Background: an optimization exercise with open tools, aiming at small area, a short achievable clock period and few clock cycles per item. Do not read the settings as production practice. In this exercise RTL edits were held to simulation tests only and were not proved equivalent to the original. No activity file was given, so power comes from the tool's default toggle rates.

## flow/design.v (module list and top-level ports; edited modules follow where they fit)
// module hpsdr_telem: 133 lines
// module hpsdr_fa: 5 lines
// module hpsdr_ha: 5 lines
// module hpsdr_s2: 1086 lines
// module hpsdr_bridge: 373 lines
module hpsdr_telem (
    input  wire        clk,
    input  wire        rst,
    input  wire        in_valid,
    output wire        in_ready,
    input  wire [7:0]  in_c0,
    input  wire [31:0] in_data,
    output wire        out_valid,
    input  wire        out_ready,
    output reg  [2:0]  out_kind,
    output reg  [2:0]  out_keys,
    output reg  [31:0] out_a,
    output reg  [31:0] out_b
);
  // ...
==> flow/run.sh <==
#!/bin/bash
# synth_recipe.tcl (not shown) runs the flow's synth.tcl, then flattens the netlist and writes it again
# the make line also repeats each setting of config.mk as NAME=value (left out here)
make -C /OpenROAD-flow-scripts/flow DESIGN_CONFIG=/design/flow/config.mk WORK_HOME=/design/flow/orfs CLKGATE_MAP_FILE= SYNTH_SCRIPT=/design/flow/synth_recipe.tcl finish
==> flow/config.mk <==
export PLATFORM = sky130hd
export DESIGN_NAME = hpsdr_telem
export DESIGN_NICKNAME = hpsdr_telem
export VERILOG_FILES = /design/flow/design.v
export SDC_FILE = /design/flow/constraint.sdc
export NUM_CORES = 4
export LEC_CHECK = 0
export CAP_MARGIN = 20
export CORE_MARGIN = 2
export CORE_UTILIZATION = 40
export SLEW_MARGIN = 20
export SYNTH_HIERARCHICAL = 1
==> flow/constraint.sdc <==
create_clock -name core_clock -period 12.0 [get_ports {clk}]
set_input_delay 2.4000 -clock core_clock [delete_from_list [all_inputs] [get_ports {clk}]]
set_output_delay 2.4000 -clock core_clock [all_outputs]
set_load 0.01 [all_outputs]
==> impl_metrics.json, run 1 <==
{
  "final_cells": 3512,
  "antenna_found_initial": 0,
  "nFillCells": 6205,
  "netlist_instances": 2570,
  "ant_nets": 0,
  "wl_per_cell_um": 23.1,
  "p_int_uw": 3570,
  "status": "complete, no violations",
  "start_util_pct": 40.3,
  "clock_sinks": 236,
  "clock_area_share_pct": 3.08,
  "die_area_um2": 68200,
  "r2r_end": "r2_t[37]$_DFFE_PP_",
  "worstMarginPinSlew_ns": 1.01,
  "maxSlewHeadroom_pct": 32.5,
  "wl_met2_mm": 38.9,
  "worstReg2RegStart": "r1_gs$_DFFE_PP_",
  "numPlacedInstances": 3463,
  "synth.most_common_cell": "fa_1",
  "tritoncts": "done",
  "crit_end": "r2_t[37]$_DFFE_PP_",
  "grt_pass1_wl_mm": 125,
  "via_count": 20500,
  "period_needed_ns": 6.68,
  "synth_area_leaders": "fa_1, edfxtp_1, ha_1",
  "postCtsSetupBuffers": 0,
  "yosys.cell_types.count": 110,
  "drive_gt1_share_pct": 5.78,
  "cp_num_buf_inv": 2,
  "portBuffers": 114,
  "yosys_most_used_dff": "edfxtp_1",
  "hold_class": "reg -> reg",
  "place_congestion": 0.962,
  "layout-area-overhead-vs-synth_pct": 10.8,
  "fin_skew_ns": 0.0274,
  "wirelength_mm": 81.0,
  "synth_compound_area_share_pct": 17.6,
  "p_leak_uw": 0.0131,
  "synth_xor_area_share_pct": 3.25
}
Testbench counts, summed over its fixed seeds: cycles 3,224, items 3,200.
==> module hpsdr_telem, before the edit <==
module hpsdr_telem (
    input  wire        clk,
    input  wire        rst,
    input  wire        in_valid,
    output wire        in_ready,
    input  wire [7:0]  in_c0,
    input  wire [31:0] in_data,
    output wire        out_valid,
    input  wire        out_ready,
    output reg  [2:0]  out_kind,
    output reg  [2:0]  out_keys,
    output reg  [31:0] out_a,
    output reg  [31:0] out_b
);
    localparam [2:0] K_INFO   = 3'd0;
    localparam [2:0] K_FWD    = 3'd1;
    localparam [2:0] K_REV    = 3'd2;
    localparam [2:0] K_SUPPLY = 3'd3;
    localparam [2:0] K_ADC    = 3'd4;
    localparam [2:0] K_RAW    = 3'd5;
    localparam [2:0] K_REV0   = 3'd6;    
    reg v1, v2, v3;
    reg skid_full;
    wire en   = ~v3 | out_ready;
    wire take = in_valid & ~skid_full;
    assign in_ready  = ~skid_full;
    assign out_valid = v3;
    reg [2:0] in_kind;
    always @(*) begin
        case (in_c0[7:3])
            5'd0:    in_kind = K_INFO;
            5'd1:    in_kind = K_FWD;
            5'd2:    in_kind = K_REV;
            5'd3:    in_kind = K_SUPPLY;
            5'd4:    in_kind = K_ADC;
            default: in_kind = K_RAW;
        endcase
    end
    reg [2:0]  sk_kind;
    reg [2:0]  sk_keys;
    reg [31:0] sk_data;
    wire [2:0]  s_kind = skid_full ? sk_kind : in_kind;
    wire [2:0]  s_keys = skid_full ? sk_keys : in_c0[2:0];
    wire [31:0] s_data = skid_full ? sk_data : in_data;
    wire [15:0] s_hi   = s_data[31:16];
    wire [15:0] s_lo   = s_data[15:0];
    wire [19:0] u_hi = {1'b0, s_hi, 3'b0} + {3'b0, s_hi, 1'b0} + {4'b0, s_hi} - 20'd110;
    wire [19:0] u_lo = {1'b0, s_lo, 3'b0} + {3'b0, s_lo, 1'b0} + {4'b0, s_lo};
    wire        s_rev = (s_kind == K_REV);
    wire        s_fwd = (s_kind == K_FWD);
    wire        s_sup = (s_kind == K_SUPPLY);
    wire        s_oth = ~(s_rev | s_fwd | s_sup);
    wire [19:0] s_ub  = ({20{s_rev}} & u_hi) | ({20{s_fwd}} & u_lo);
    wire [19:0] s_us  = ({20{s_sup}} & u_lo) | ({20{s_oth}} & {4'd0, s_lo});
    reg [2:0]  r1_kind, r2_kind;
    reg [2:0]  r1_keys, r2_keys;
    reg [15:0] r1_h, r2_h;
    reg [19:0] r1_ub, r1_us;
    reg        r1_gs;
    reg [39:0] r2_t;
    wire        conv = (r1_kind == K_FWD) | (r1_kind == K_REV) | (r1_kind == K_REV0) |
                       (r1_kind == K_SUPPLY);
    wire [39:0] t;
    hpsdr_s2 u_s2 (.ub(r1_ub), .us(r1_us), .gs(r1_gs), .t(t));
    wire [30:0] qb;
    hpsdr_bridge u_br (.t(r2_t), .q(qb));
    wire [7:0] c1 = r2_h[15:8];
    wire [7:0] c2 = r2_h[7:0];
    wire [7:0] c3 = r2_t[15:8];
    wire [7:0] c4 = r2_t[7:0];
    function [8:0] ver(input [7:0] v);
        reg [7:0] q, r;
        begin
            q = v / 8'd10;
            r = v % 8'd10;
            ver = {q[4:0], r[3:0]};
        end
    endfunction
    reg [2:0]  k_n;
    reg [31:0] a_n, b_n;
    always @(*) begin
        k_n = r2_kind;
        case (r2_kind)
            K_INFO:   begin a_n = {25'd0, c1[6:0]};
                            b_n = {5'd0, ver(c2), ver(c3), ver(c4)}; end
            K_FWD:    begin a_n = {16'd0, r2_h}; b_n = {1'b0, qb}; end
            K_REV:    begin a_n = {1'b0, qb};    b_n = {16'd0, r2_h}; end
            K_REV0:   begin a_n = 32'd0;         b_n = {16'd0, r2_h}; k_n = K_REV; end
            K_SUPPLY: begin a_n = {16'd0, r2_h}; b_n = {7'd0, r2_t[24:0]}; end
            K_ADC:    begin a_n = {28'd0, c4[0], c3[0], c2[0], c1[0]};
                            b_n = {4'd0, c4[7:1], c3[7:1], c2[7:1], c1[7:1]}; end
            default:  begin a_n = {r2_h, r2_t[15:0]}; b_n = 32'd0; end
        endcase
    end
    always @(posedge clk) begin
        if (rst) begin
            v1 <= 1'b0;
            v2 <= 1'b0;
            v3 <= 1'b0;
            skid_full <= 1'b0;
        end else if (en) begin
            v1 <= skid_full | take;
            v2 <= v1;
            v3 <= v2;
            skid_full <= 1'b0;
        end else if (take) begin
            skid_full <= 1'b1;
        end
    end
    always @(posedge clk) begin
        if (~skid_full) begin
            sk_kind <= in_kind;
            sk_keys <= in_c0[2:0];
            sk_data <= in_data;
        end
        if (en) begin
            r1_kind <= (s_rev && s_hi <= 16'd10) ? K_REV0 : s_kind;
            r1_keys <= s_keys;
            r1_h    <= s_rev ? s_lo : s_hi;
            r1_ub   <= s_ub;
            r1_us   <= s_us;
            r1_gs   <= s_sup;
            r2_kind <= r1_kind;
            r2_keys <= r1_keys;
            r2_h    <= r1_h;
            r2_t    <= {t[39:16], conv ? t[15:0] : r1_us[15:0]};
            out_kind <= k_n;
            out_keys <= r2_keys;
            out_a    <= a_n;
            out_b    <= b_n;
        end
    end
endmodule
==> run 2, diff against run 1 <==
--- a/flow/design.v
+++ b/flow/design.v
@@ -39,9 +39,10 @@
     reg [2:0]  sk_kind;
     reg [2:0]  sk_keys;
     reg [31:0] sk_data;
-    wire [2:0]  s_kind = skid_full ? sk_kind : in_kind;
-    wire [2:0]  s_keys = skid_full ? sk_keys : in_c0[2:0];
-    wire [31:0] s_data = skid_full ? sk_data : in_data;
+    reg        v0;
+    reg [2:0]  s_kind;
+    reg [2:0]  s_keys;
+    reg [31:0] s_data;
     wire [15:0] s_hi   = s_data[31:16];
     wire [15:0] s_lo   = s_data[15:0];
     wire [19:0] u_hi = {1'b0, s_hi, 3'b0} + {3'b0, s_hi, 1'b0} + {4'b0, s_hi} - 20'd110;
@@ -94,12 +95,14 @@
     end
     always @(posedge clk) begin
         if (rst) begin
+            v0 <= 1'b0;
             v1 <= 1'b0;
             v2 <= 1'b0;
             v3 <= 1'b0;
             skid_full <= 1'b0;
         end else if (en) begin
-            v1 <= skid_full | take;
+            v0 <= skid_full | take;
+            v1 <= v0;
             v2 <= v1;
             v3 <= v2;
             skid_full <= 1'b0;
@@ -114,6 +117,9 @@
             sk_data <= in_data;
         end
         if (en) begin
+            s_kind  <= skid_full ? sk_kind : in_kind;
+            s_keys  <= skid_full ? sk_keys : in_c0[2:0];
+            s_data  <= skid_full ? sk_data : in_data;
             r1_kind <= (s_rev && s_hi <= 16'd10) ? K_REV0 : s_kind;
             r1_keys <= s_keys;
             r1_h    <= s_rev ? s_lo : s_hi;
==> impl_metrics.json, run 2 <==
{
  "status": "complete, no violations",
  "ys_top_cells_by_count": "fa_1, nand2_1, edfxtp_1, ha_1, a21oi_1",
  "antenna_found_initial": 2,
  "grt_max_degree": 78,
  "diodes": 0,
  "die_height_um": 266,
  "mostFrequentLayoutCells": "fa_1, nand2_1, edfxtp_1",
  "largest_register": "r2_t",
  "p_leak_uw": 0.0135,
  "clock_path_buffers": 3,
  "final_nets": 3216,
  "drv_slew": 0,
  "layout-area-overhead-vs-synth_pct": 10.7,
  "cts_made_buffers": 29,
  "yosys.cell_types.count": 107,
  "drive_gt1_share_pct": 6.35,
  "hpwl_mm": 62.5,
  "synth_area_leaders": "edfxtp_1, fa_1, ha_1",
  "clock_sinks": 275,
  "crit_top_cell": "fa_1",
  "nFillCells": 6296,
  "crit_path_cell_trace": "inv_2, nand2_1, fa_1, fa_1, fa_1, fa_1, fa_1, ha_1, a21oi_1, o21bai_1, a21o_1, a21o_1, a31o_1, a32oi_1, nand3_1, a221oi_1, xnor2_1",
  "ios": 116,
  "postCtsSetupBuffers": 0,
  "path_clk_slew_ns": 0.07,
  "ir_worst_vdd_v": 0.000167,
  "worstMarginPinSlew_ns": 1.05,
  "fin_skew_ns": 0.0185,
  "critPathCaptureType": "flip-flop",
  "crit_path_start_kind": "flip-flop",
  "ff_latch_area_um2": 7830,
  "critPathMaxFanout": 48,
  "wl_per_cell_um": 22.6,
  "via_count": 20700,
  "netlist_instances": 2596,
  "track_usage_pct": 22.9,
  "yosysSeqAreaShare_pct": 28.6,
  "final_core_util_pct": 44.9,
  "yosys_most_used_dff": "edfxtp_1",
  "overflow": 0,
  "place_congestion": 0.929,
  "ant_nets": 0,
  "setup_tns_ns": 0,
  "multiInputGateArea_um2": 18800,
  "drtPass1Iterations": 5,
  "maxSlewHeadroom_pct": 29.9,
  "period_needed_ns": 6.29,
  "start_util_pct": 40.6,
  "die_w_um": 266,
  "critical_path.max_stage_delay_ns": 0.74,
  "synth_top_area_share_pct": 25.4,
  "post-route-period-util_pct": 52.4,
  "syn_avg_cell_area_um2": 10.5,
  "post_cts_resize_count": 0,
  "largest_reg_flops": 40,
  "setup_viol_count_final": 0,
  "portBuffers": 114,
  "fmax_mhz": 159,
  "tritoncts": "done",
  "ys_async_sr_fraction_pct": 0,
  "avgViaCountPerCell": 5.82,
  "drt_iter0_markers": 1858,
  "rsz0062_at_grt": "no",
  "ys_seq_elements": 275,
  "cp_num_buf_inv": 1,
  "crit_required_ns": 12.33,
  "path_class": "reg -> reg",
  "rows": 95,
  "drc_errors": 0,
  "p_total_uw": 6850,
  "crit_family": "adder cells",
  "cts_htree_levels": 1,
  "hold_slack_ns": 0.419,
  "drv_cap": 0,
  "cts_root_buf": "clkbuf_16",
  "final_common_cell": "fa_1",
  "worst-endpoint-arrival_ns": 6.62,
  "worst_path_max_delay_cell": "inv_2",
  "ys_warn_count": 7,
  "cts_hold_buf": 0,
  "dp_slack_ns": 5.68,
  "synth_top_area_cell": "edfxtp_1",
  "synth.most_common_cell": "fa_1",
  "grt_pass1_vias": 21500,
  "die_area_um2": 70600,
  "core_area_um2": 67500,
  "hold_class": "reg -> reg",
  "syn_area_um2": 27400,
  "grt_pass1_wl_mm": 126,
  "cellPowerDensity_nw_per_um2": 226,
  "worstSkewPairLatency_ns": 0.59,
  "synth_edf_count": 232,
  "hold_violations": 0,
  "wirelength_mm": 80.3,
  "layout_setup_ws_ns": 5.71
}
[run 2: area by class of cell]
cell class                 count  area share [%]
sequential                   275            25.8
inverter                     102            1.26
timing repair buffer         136            4.31
tap                          873            3.60
multi-input combinational   2110            61.9
clock buffer                  38            2.57
clock inverter                16           0.529
[run 2: power breakdown]
part	leakage (uW)	total (uW)	internal [uW]	switching (uW)
registers	0.00293	1520	1200	317
clock network	0.000464	891	506	386
logic	0.0101	4430	1790	2650
[run 2: Yosys stat by module (local to each module, per instance)]
module	flops+latches	cells	copies in the design	area (um2)
hpsdr_telem	275	1220	1	14400
hpsdr_s2	0	692	1	4380
hpsdr_bridge	0	348	1	2370
hpsdr_fa	0	1	275	20.0
hpsdr_ha	0	1	61	12.5
[run 2: per-stage QoR]
step	std cells	cell area (um2)
after global placement	3496	29400
final	3550	30300
after CTS	3550	30300
after detailed placement	3496	29400
after global routing	3550	30300
after floorplan	2621	27500
[run 2: path summary, 6_finish.rpt]
| kind | start | end | slack [ns] | cells past startpoint |
|---|---|---|---|---|
| setup / recovery | r1_gs$_DFFE_PP_ | r2_t[37]$_DFFE_PP_ | 5.71 | 17 |
| hold / removal | r2_keys[2]$_DFFE_PP_ | out_keys[2]$_DFFE_PP_ | 0.42 | 0 |
| setup reg to reg | r1_gs$_DFFE_PP_ | r2_t[37]$_DFFE_PP_ | 5.71 | 17 |
| hold reg to reg | r2_keys[2]$_DFFE_PP_ | out_keys[2]$_DFFE_PP_ | 0.42 | 0 |
[run 2: kinds of logic after synthesis]
| family | Yosys count | share of synthesized area (%) |
|---|---|---|
| and+or+nand+nor | 692 | 12.5 |
| other | 3 | 0.0411 |
| xor gates and xnor gates | 105 | 3.36 |
| DFF | 275 | 28.6 |
| AOI/OAI and AO/OA | 686 | 17.0 |
| muxes | 77 | 3.06 |
| adders and majority gates | 522 | 32.1 |
| buffers and inverters | 236 | 3.34 |
[run 2: routing by layer]
layer	share of wire (%)	GRT usage [%]	wire, um	up-vias
met5	0.034	0	27	-
met4	4.1	8.31	3310	4
met3	5.2	2.73	4180	147
met2	49	39.1	39000	673
met1	42	30.0	33800	10400
li1	-	-	-	9440
Testbench counts of run 2, summed over its fixed seeds: cycles 3,232, items 3,200.

[port drivers added, routing unchanged]
How much do the figures lean on ideal ports? The routed layouts below were timed once more, with nothing changed but the port constraints. Step 1 sets driving cells, clkbuf_16 on the clock port and buf_2 on the other inputs (assumed; they add their load-dependent delay and slew). Step 2, shift: input delay + t, output delay - t, t = (earliest + latest rising clock arrival at the registers) / 2. This alone moves slack from input paths to output paths. a / b / c = ideal ports / drivers / drivers and shift; a / b = the first two.
run | t (ns) | setup slack, ns | clock arrival spread, ns | worst register clock-pin slew, ns
run 1 | 0.631 | 5.320 / 5.320 / 4.818 | 0.029 / 0.029 | 0.07 / 0.07
run 2 | 0.633 | 5.707 / 5.707 / 5.707 | 0.019 / 0.020 | 0.07 / 0.07
After both steps setup and hold are still met in every run listed. For run 1, which loses most, drivers alone change the setup slack by 0.000 ns; drivers and shift together by -0.502 ns.
